This design comes from an exercise in tuning for small area, a short achievable clock period and few clock cycles on the open sky130 flow, not from production work.
Only simulation tests tie the RTL to the original design; equivalence was not proved.
The flow treats the clock pin as an ideal source. Dropping or thinning the clock tree relies on that and would not hold on a real chip.
Power and IR drop assume default switching activity.

Setup of north:
// krobots_alu
module krobots_alu (
    input  wire        clk,
    input  wire        rst,
    input  wire        in_valid,
    output wire        in_ready,
    input  wire [5:0]  in_op,
    input  wire [15:0] in_a,
    input  wire [15:0] in_b,
    input  wire [15:0] in_flags,
    output reg         out_valid,
    output reg  [15:0] out_result,
    output reg  [1:0]  out_dest,
    output reg         out_taken,
    output reg         out_fault
);
    localparam OP_ADD  = 6'd1,  OP_SUB  = 6'd2,  OP_OR   = 6'd3,  OP_AND  = 6'd4;
    localparam OP_XOR  = 6'd5,  OP_NOT  = 6'd6,  OP_MPY  = 6'd7,  OP_DIV  = 6'd8;
    localparam OP_MOD  = 6'd9,  OP_JMP  = 6'd12, OP_JLS  = 6'd13, OP_JGR  = 6'd14;
    localparam OP_JNE  = 6'd15, OP_JEQ  = 6'd16, OP_DO   = 6'd18, OP_LOOP = 6'd19;
    localparam OP_CMP  = 6'd20, OP_TEST = 6'd21, OP_MOV  = 6'd22, OP_INC  = 6'd33;
    localparam OP_DEC  = 6'd34, OP_SHL  = 6'd35, OP_SHR  = 6'd36, OP_ROL  = 6'd37;
  ...
Size in the first run: ~79 I/O pins, roughly 14000 µm² of cells after synthesis.
==> flow/config.mk <==
export PLATFORM = sky130hd
export DESIGN_NAME = krobots_alu
export DESIGN_NICKNAME = krobots_alu
export VERILOG_FILES = /design/flow/design.v
export SDC_FILE = /design/flow/constraint.sdc
export NUM_CORES = 4
export LEC_CHECK = 0
export CAP_MARGIN = 20
export CORE_MARGIN = 2
export CORE_UTILIZATION = 40
export SLEW_MARGIN = 20
==> flow/constraint.sdc <==
create_clock -name core_clock -period 42.0 [get_ports {clk}]
set_input_delay 8.4000 -clock core_clock [delete_from_list [all_inputs] [get_ports {clk}]]
set_output_delay 8.4000 -clock core_clock [all_outputs]
set_load 0.01 [all_outputs]
standard.sh (not shown) runs the stock make flow with config.mk's settings and CLKGATE_MAP_FILE= SYNTH_SCRIPT=/design/flow/synth_recipe.tcl, a recipe that flattens the netlist after the stock synthesis.
==> flow/flow/run.sh <==
#!/bin/bash
# Standard layout, with repair_timing asked to leave setup slack of at least
# MARGIN ns at the design's clock period (so it sizes the critical paths),
# small plain buffers on the ports, synthesis's buffers removed before
# placement (repair_design buffers what needs it), and the clock tree that
# CTS builds replaced by one level of buffers (flow/flat_clock.tcl).
set -euo pipefail
MARGIN=32.85
export POST_CTS_TCL="$(pwd)/flow/flat_clock.tcl"
bash standard.sh SETUP_SLACK_MARGIN=$MARGIN \
  "BUFFER_PORTS_ARGS=-buffer_cell sky130_fd_sc_hd__buf_1" \
  GPL_TIMING_DRIVEN=0 REMOVE_ABC_BUFFERS=1 CORE_UTILIZATION=60 \
  CAP_MARGIN=5 SLEW_MARGIN=5 finish > standard_make.log 2>&1
Other scripts of this flow, unchanged in this note and not shown: flow/flow/flat_clock.tcl
Testbench counts of north, summed over its fixed seeds: cycles 36,227.
Setup changes, north to south
diff --git a/flow/flow/run.sh b/flow/flow/run.sh
--- a/flow/flow/run.sh
+++ b/flow/flow/run.sh
@@ -7,3 +7,3 @@
 set -euo pipefail
-MARGIN=32.85
+MARGIN=32.7
 export POST_CTS_TCL="$(pwd)/flow/flat_clock.tcl"
[summary]
Status: routed wire length parity (north, south)
On setup slack, the lower figure sits with south, not north.
Of south and north, it is south that has the lower synthesis-to-layout area growth.
south vs north, total power after layout went down by 0.86%.
Delta (south minus north): share of power burned in the clock network held; share of the clock period used by the worst path after layout held.
Fmax of south is on par with north.
[inputs] east vs south
diff --git a/flow/flow/run.sh b/flow/flow/run.sh
--- a/flow/flow/run.sh
+++ b/flow/flow/run.sh
@@ -7,3 +7,3 @@
 set -euo pipefail
-MARGIN=32.7
+MARGIN=32.6
 export POST_CTS_TCL="$(pwd)/flow/flat_clock.tcl"
@@ -11,3 +11,3 @@
   "BUFFER_PORTS_ARGS=-buffer_cell sky130_fd_sc_hd__buf_1" \
-  GPL_TIMING_DRIVEN=0 REMOVE_ABC_BUFFERS=1 CORE_UTILIZATION=60 \
+  GPL_TIMING_DRIVEN=0 REMOVE_ABC_BUFFERS=1 CORE_UTILIZATION=68 \
   CAP_MARGIN=5 SLEW_MARGIN=5 finish > standard_make.log 2>&1
### Flow results
Timing, DRC, antenna: 0 failures across east and south. Fill cell instance count of the final layout (east vs. south) decreases by more than 10%. On proportion of power drawn by the clock network, the lower figure sits with east, not south. east leaves less setup margin than south. east and south ended up with roughly the same final design instance area without fill. east against south: power +about 4%; wire length ~0 delta. Lower post-route clock period utilization was reported by south, not east.
Changes in west relative to east:
diff --git a/flow/flow/run.sh b/flow/flow/run.sh
--- a/flow/flow/run.sh
+++ b/flow/flow/run.sh
@@ -11,3 +11,3 @@
   "BUFFER_PORTS_ARGS=-buffer_cell sky130_fd_sc_hd__buf_1" \
-  GPL_TIMING_DRIVEN=0 REMOVE_ABC_BUFFERS=1 CORE_UTILIZATION=68 \
+  GPL_TIMING_DRIVEN=0 REMOVE_ABC_BUFFERS=1 CORE_UTILIZATION=52 \
   CAP_MARGIN=5 SLEW_MARGIN=5 finish > standard_make.log 2>&1
--- outcome ---
Cell count: west higher than east
west reports a lower routing usage on met1 than east does.
[west] minimum clock period fell 0.081 ns relative to east
Setup changes, west to middle
diff --git a/flow/flow/run.sh b/flow/flow/run.sh
--- a/flow/flow/run.sh
+++ b/flow/flow/run.sh
@@ -11,3 +11,3 @@
   "BUFFER_PORTS_ARGS=-buffer_cell sky130_fd_sc_hd__buf_1" \
-  GPL_TIMING_DRIVEN=0 REMOVE_ABC_BUFFERS=1 CORE_UTILIZATION=52 \
+  GPL_TIMING_DRIVEN=0 REMOVE_ABC_BUFFERS=1 CORE_UTILIZATION=60 \
   CAP_MARGIN=5 SLEW_MARGIN=5 finish > standard_make.log 2>&1
### Flow results
- middle: flow completed, timing, DRC and antenna clean
- From west to middle the numbers moved as follows: fraction of the core area covered by cells at the end of the flow increased 7.9 points; measured slew at the worst slew-check pin saw a decrease; cell area lower; clock power went down; global-route wire length before repair fell about 4%.
- [compare] base=west new=middle: area growth from synthesis to final layout decreased 0.51 points; final clock period utilization by the worst path essentially unchanged.
No run of this note takes its clock network from TritonCTS; it comes from the design's own scripts or RTL.

========
run A:
Starting RTL as in the previous note.
==> flow/design.v (excerpt) <==
module krobots_alu (
    input  wire        clk,
    input  wire        rst,
    input  wire        in_valid,
    output wire        in_ready,
    input  wire [5:0]  in_op,
    input  wire [15:0] in_a,
    input  wire [15:0] in_b,
    input  wire [15:0] in_flags,
    output reg         out_valid,
    output reg  [15:0] out_result,
    output reg  [1:0]  out_dest,
    output reg         out_taken,
    output reg         out_fault
);
    localparam OP_ADD  = 6'd1,  OP_SUB  = 6'd2,  OP_OR   = 6'd3,  OP_AND  = 6'd4;
    localparam OP_XOR  = 6'd5,  OP_NOT  = 6'd6,  OP_MPY  = 6'd7,  OP_DIV  = 6'd8;
    localparam OP_MOD  = 6'd9,  OP_JMP  = 6'd12, OP_JLS  = 6'd13, OP_JGR  = 6'd14;
    localparam OP_JNE  = 6'd15, OP_JEQ  = 6'd16, OP_DO   = 6'd18, OP_LOOP = 6'd19;
    localparam OP_CMP  = 6'd20, OP_TEST = 6'd21, OP_MOV  = 6'd22, OP_INC  = 6'd33;
    localparam OP_DEC  = 6'd34, OP_SHL  = 6'd35, OP_SHR  = 6'd36, OP_ROL  = 6'd37;
    localparam OP_ROR  = 6'd38, OP_JZ   = 6'd39, OP_JNZ  = 6'd40, OP_JAE  = 6'd41;
    localparam OP_JBE  = 6'd42, OP_SAL  = 6'd43, OP_SAR  = 6'd44, OP_NEG  = 6'd45;
    localparam DEST_NONE = 2'd0, DEST_A = 2'd1, DEST_FLAGS = 2'd2, DEST_CX = 2'd3;
    reg         rdy;
    reg         s_v;
    reg  [5:0]  s_op;
    reg  [15:0] s_a, s_b, s_f;
    reg         dv;         
    reg         fx;         
    reg  [2:0]  dcnt;       
    reg         d_mod;      
    reg         d_neg;      
    reg         d_cd;       
    assign in_ready = rdy;
    wire acc      = in_valid & rdy;
    wire in_isdiv = (in_op[5:1] == 5'b00100);
    wire [5:0] o = s_op;
    wire op_add  = (o == OP_ADD);
    wire op_sub  = (o == OP_SUB);
    wire op_or   = (o == OP_OR);
    wire op_and  = (o == OP_AND);
    wire op_xor  = (o == OP_XOR);
    wire op_not  = (o == OP_NOT);
    wire op_mpy  = (o == OP_MPY);
    wire op_div  = (o[5:1] == 5'b00100);
    wire op_do   = (o == OP_DO);
    wire op_loop = (o == OP_LOOP);
    wire op_cmp  = (o == OP_CMP);
    wire op_test = (o == OP_TEST);
    wire op_mov  = (o == OP_MOV);
    wire op_inc  = (o == OP_INC);
    wire op_dec  = (o == OP_DEC);
    wire op_shl  = (o == OP_SHL) | (o == OP_SAL);
  ...
clock: 42.0 ns
lec_check: 0
cap_margin: 20
core_margin: 2
core_utilization: 40
slew_margin: 20
==> flow/flow/run.sh <==
#!/bin/bash
# Standard layout, with repair_timing asked to leave setup slack of at least
# MARGIN ns at the design's clock period (so it sizes the critical paths),
# small plain buffers on the ports, and synthesis's buffers removed before
# placement (repair_design buffers what needs it).
set -euo pipefail
MARGIN=32.8
bash standard.sh SETUP_SLACK_MARGIN=$MARGIN \
  "BUFFER_PORTS_ARGS=-buffer_cell sky130_fd_sc_hd__buf_1" \
  GPL_TIMING_DRIVEN=0 REMOVE_ABC_BUFFERS=1 CORE_UTILIZATION=60 finish > standard_make.log 2>&1
Run A completed every stage of the flow, and the final layout passed the timing, DRC and antenna checks.
Testbench counts of run A, summed over its fixed seeds: cycles 36,227.
Edits applied to the flow inputs when going from run A to run B:
--- a/flow/flow/run.sh
+++ b/flow/flow/run.sh
@@ -6,5 +6,5 @@
 set -euo pipefail
-MARGIN=32.8
+MARGIN=32.6
 bash standard.sh SETUP_SLACK_MARGIN=$MARGIN \
   "BUFFER_PORTS_ARGS=-buffer_cell sky130_fd_sc_hd__buf_1" \
-  GPL_TIMING_DRIVEN=0 REMOVE_ABC_BUFFERS=1 CORE_UTILIZATION=60 finish > standard_make.log 2>&1
+  GPL_TIMING_DRIVEN=0 REMOVE_ABC_BUFFERS=1 finish > standard_make.log 2>&1
In the tables for run B and run A, power reads lower with run A.
From run A to run B the numbers moved as follows: share of power burned in the clock network now sits higher, total number of nets in the final design saw little to no change.
Clock-buffer cell count: lower on run A
Run B finished all stages; the layout is clean.
The proportion of power drawn by combinational gates on run A is in line with that on run B.
Looking at clock power across both flows, run B is the weaker of the two, with run A ahead.
The following lists how run C was set up differently from run B:
==> flow/flow/run.sh <==
#!/bin/bash
# Standard layout, with repair_timing asked to leave setup slack of at least
# MARGIN ns at the design's clock period (so it sizes the critical paths).
set -euo pipefail
MARGIN=32.6
bash standard.sh SETUP_SLACK_MARGIN=$MARGIN finish > standard_make.log 2>&1
==> comparison <==
Run C was carried through to the last stage, and its layout satisfied the timing, DRC and antenna checks. Total standard cell area after synthesis came out exactly the same in run B and run C. Top achievable clock speed: run C > run B. Critical-path cell with the highest stage delay: sky130_fd_sc_hd__dfxtp_2 -> run C, sky130_fd_sc_hd__dfxtp_4 -> run B. Between run B and run C, global routing met3 resource utilization is higher for run B, run C comes in under that.
[inputs] run D vs run C
==> flow/flow/run.sh <==
#!/bin/bash
# Standard layout, with repair_timing asked to leave setup slack of at least
# MARGIN ns at the design's clock period (so it sizes the critical paths),
# small plain buffers on the ports, and synthesis's buffers removed before
# placement (repair_design buffers what needs it).
set -euo pipefail
MARGIN=32.6
bash standard.sh SETUP_SLACK_MARGIN=$MARGIN \
  "BUFFER_PORTS_ARGS=-buffer_cell sky130_fd_sc_hd__buf_1" \
  GPL_TIMING_DRIVEN=0 REMOVE_ABC_BUFFERS=1 CORE_UTILIZATION=60 CAP_MARGIN=5 SLEW_MARGIN=5 finish > standard_make.log 2>&1
[summary]
Run D completed; timing, DRC and antenna clean
Run D vs. run C: setup slack shows no meaningful change; first-pass GRT wire length shows a reduction of about 4%; internal power summed over all cells shows a reduction of 19 uW; clock network fraction of design power shows a reduction of 0.2 points; vertical extent of the die shows a reduction of about 18%.
In the route summary, run D ends up with a via count exceeding that of run C.
From run D to run C, sequential cell area fraction in the yosys report did not move at all.
Of run D and run C, it is run D that has the higher global routing usage on met1.
The area of the placeable core of run D was superior to that of run C.

========
## lagoon
krobots_alu again, from the RTL that the note above started with.
clock: 42.0 ns
lec_check: 0
cap_margin: 20
core_margin: 2
core_utilization: 40
slew_margin: 20
==> flow/flow/run.sh <==
#!/bin/bash
# Standard layout, with repair_timing asked to leave setup slack of at least
# MARGIN ns at the design's clock period (so it sizes the critical paths),
# small plain buffers on the ports, and synthesis's buffers removed before
# placement (repair_design buffers what needs it).
set -euo pipefail
MARGIN=32.6
bash standard.sh SETUP_SLACK_MARGIN=$MARGIN \
  "BUFFER_PORTS_ARGS=-buffer_cell sky130_fd_sc_hd__buf_1" \
  GPL_TIMING_DRIVEN=0 REMOVE_ABC_BUFFERS=1 \
  "CTS_BUF_LIST=sky130_fd_sc_hd__clkbuf_4 sky130_fd_sc_hd__clkbuf_8" finish > standard_make.log 2>&1
In summary, lagoon completed successfully, with a layout that passed the timing, DRC and antenna checks.
Testbench counts of lagoon, summed over its fixed seeds: cycles 36,227.
Input changes introduced in zinc (baseline for comparison: lagoon):
diff --git a/flow/flow/run.sh b/flow/flow/run.sh
--- a/flow/flow/run.sh
+++ b/flow/flow/run.sh
@@ -10,2 +10 @@
-  GPL_TIMING_DRIVEN=0 REMOVE_ABC_BUFFERS=1 \
-  "CTS_BUF_LIST=sky130_fd_sc_hd__clkbuf_4 sky130_fd_sc_hd__clkbuf_8" finish > standard_make.log 2>&1
+  GPL_TIMING_DRIVEN=0 REMOVE_ABC_BUFFERS=1 CORE_UTILIZATION=60 finish > standard_make.log 2>&1
- Looking at utilization across lagoon and zinc, the one that comes out higher is zinc.
- zinc vs. lagoon: register fraction of the total cell area saw little to no change; cell count saw a decrease; power density of the placed cells saw an increase; global-route usage saw an increase.
- zinc against lagoon; standby leakage power is down slightly.
- Any difference in number of sinks on the clock net between lagoon and zinc is small enough to ignore.
- Comparing lagoon and zinc, the higher worst setup slack was measured on zinc.
- Fraction of met2 tracks used by global routing | zinc above lagoon
- On estimated wirelength of the detail-placed design, lagoon loses to zinc.
Relative to zinc, the following input files were edited for juniper:
==> flow/run.sh (new file) <==
#!/bin/bash
# synth_recipe.tcl (not shown) runs the flow's synth.tcl, then flattens the netlist and writes it again
# the make line also repeats each setting of config.mk as NAME=value (left out here)
make -C /OpenROAD-flow-scripts/flow DESIGN_CONFIG=/design/flow/config.mk WORK_HOME=/design/flow/orfs CLKGATE_MAP_FILE= SYNTH_SCRIPT=/design/flow/synth_recipe.tcl finish
removed: flow/flow/run.sh
removed: flow/standard.sh
[summary]
NOTE: met3 routed wirelength in juniper falls short of that of zinc. From zinc to juniper the numbers moved as follows: clock share of power went up, adder-cell share of the synthesized area flat, xor-xnor portion of the synthesized cell area about even. juniper gives more total length of routed wires than zinc did. juniper ends up with a register share of the cell area that is 0.72 points lower than in zinc. Against zinc, juniper comes in 14 points lower on global-route usage. juniper vs. zinc: net switching share of the total power went down by 0.64 points. juniper vs zinc, number of global-route vias before repair went down by 277. Routed length on met2 is higher on juniper.
Modified inputs, maple compared to juniper
==> flow/flow/run.sh (new file) <==
#!/bin/bash
# Standard layout, with repair_timing asked to leave setup slack of at least
# MARGIN ns at the design's clock period (so it sizes the critical paths),
# and small plain buffers on the ports.
set -euo pipefail
MARGIN=32.6
bash standard.sh SETUP_SLACK_MARGIN=$MARGIN \
  "BUFFER_PORTS_ARGS=-buffer_cell sky130_fd_sc_hd__buf_1" \
  GPL_TIMING_DRIVEN=0 finish > standard_make.log 2>&1
==> flow/standard.sh (new file) <==
#!/bin/bash
# synth_recipe.tcl (not shown) runs the flow's synth.tcl, then flattens the netlist and writes it again
# the make line also repeats each setting of config.mk as NAME=value (left out here)
make -C /OpenROAD-flow-scripts/flow DESIGN_CONFIG=/design/flow/config.mk WORK_HOME=/design/flow/orfs CLKGATE_MAP_FILE= SYNTH_SCRIPT=/design/flow/synth_recipe.tcl "${@:-finish}"
removed: flow/run.sh
## What came out
Delta (maple minus juniper): final core utilization shrank by 1.1 points, number of buffers created by CTS held, area after detailed placement now sits lower, clock skew closely matched the old numbers.
Re global routing met1 resource utilization: juniper and maple aren't equal, and the lower value belongs to juniper.
Of juniper and maple, the run reporting the lower count of clock-buffer cells in the layout was juniper.
The origin of the worst setup path comes out out_result[0] in one run and out_result[5] in the other, namely in juniper and maple respectively.
Going from juniper to maple, number of non-filler instances in the completed layout higher; power of the clock network lower.
Compare juniper and maple | met3 usage lower: maple

-- re-timing with driven ports --
The flow's constraints put no driver on any port. The routed layouts listed below were extracted and timed again, unchanged, in two steps. Step 1 sets driving cells, clkbuf_16 on the clock port and buf_2 on the other inputs (assumed; they add their load-dependent delay and slew). Step 2 times the ports against the registers' clock, not the clock port: input delays grow and output delays shrink by t, the midpoint of the rising clock arrivals with the driver on. a / b / c = no drivers / after step 1 / after step 2; a / b = the first two.
run | t, ns | setup WS [ns] | hold WS [ns] | worst setup path after step 2 | worst data-port slew with drivers (ns)
north | 0.260 | 32.775 / 32.838 / 32.578 | 0.478 / 0.478 / 0.478 | input to register | 0.05
south | 0.258 | 32.760 / 32.784 / 32.582 | 0.479 / 0.479 / 0.479 | input to register | 0.06
east | 0.266 | 32.660 / 32.709 / 32.471 | 0.497 / 0.497 / 0.497 | input to register | 0.05
west | 0.266 | 32.741 / 32.727 / 32.562 | 0.501 / 0.501 / 0.501 | input to register | 0.05
middle | 0.260 | 32.760 / 32.678 / 32.580 | 0.479 / 0.479 / 0.479 | input to register | 0.05
run A | 0.414 | 32.756 / 32.708 / 32.509 | 0.481 / 0.481 / 0.481 | input to register | 0.06
run B | 0.438 | 32.600 / 32.544 / 32.511 | 0.487 / 0.487 / 0.487 | input to register | 0.04
run C | 0.418 | 32.634 / 32.581 / 32.305 | 0.489 / 0.489 / 0.489 | input to register | 0.04
run D | 0.411 | 32.635 / 32.586 / 32.476 | 0.481 / 0.481 / 0.481 | input to register | 0.05
lagoon | 0.486 | 32.566 / 32.513 / 32.516 | 0.491 / 0.491 / 0.491 | input to register | 0.04
zinc | 0.413 | 32.647 / 32.598 / 32.484 | 0.481 / 0.481 / 0.481 | input to register | 0.05
juniper | 0.418 | 32.239 / 32.185 / 32.090 | 0.488 / 0.488 / 0.488 | input to register | 0.04
maple | 0.412 | 32.636 / 32.583 / 32.439 | 0.506 / 0.506 / 0.506 | input to register | 0.04
After both steps setup and hold are still met in every run listed. For run C, which loses most, drivers alone change the setup slack by -0.053 ns; drivers and shift together by -0.329 ns.
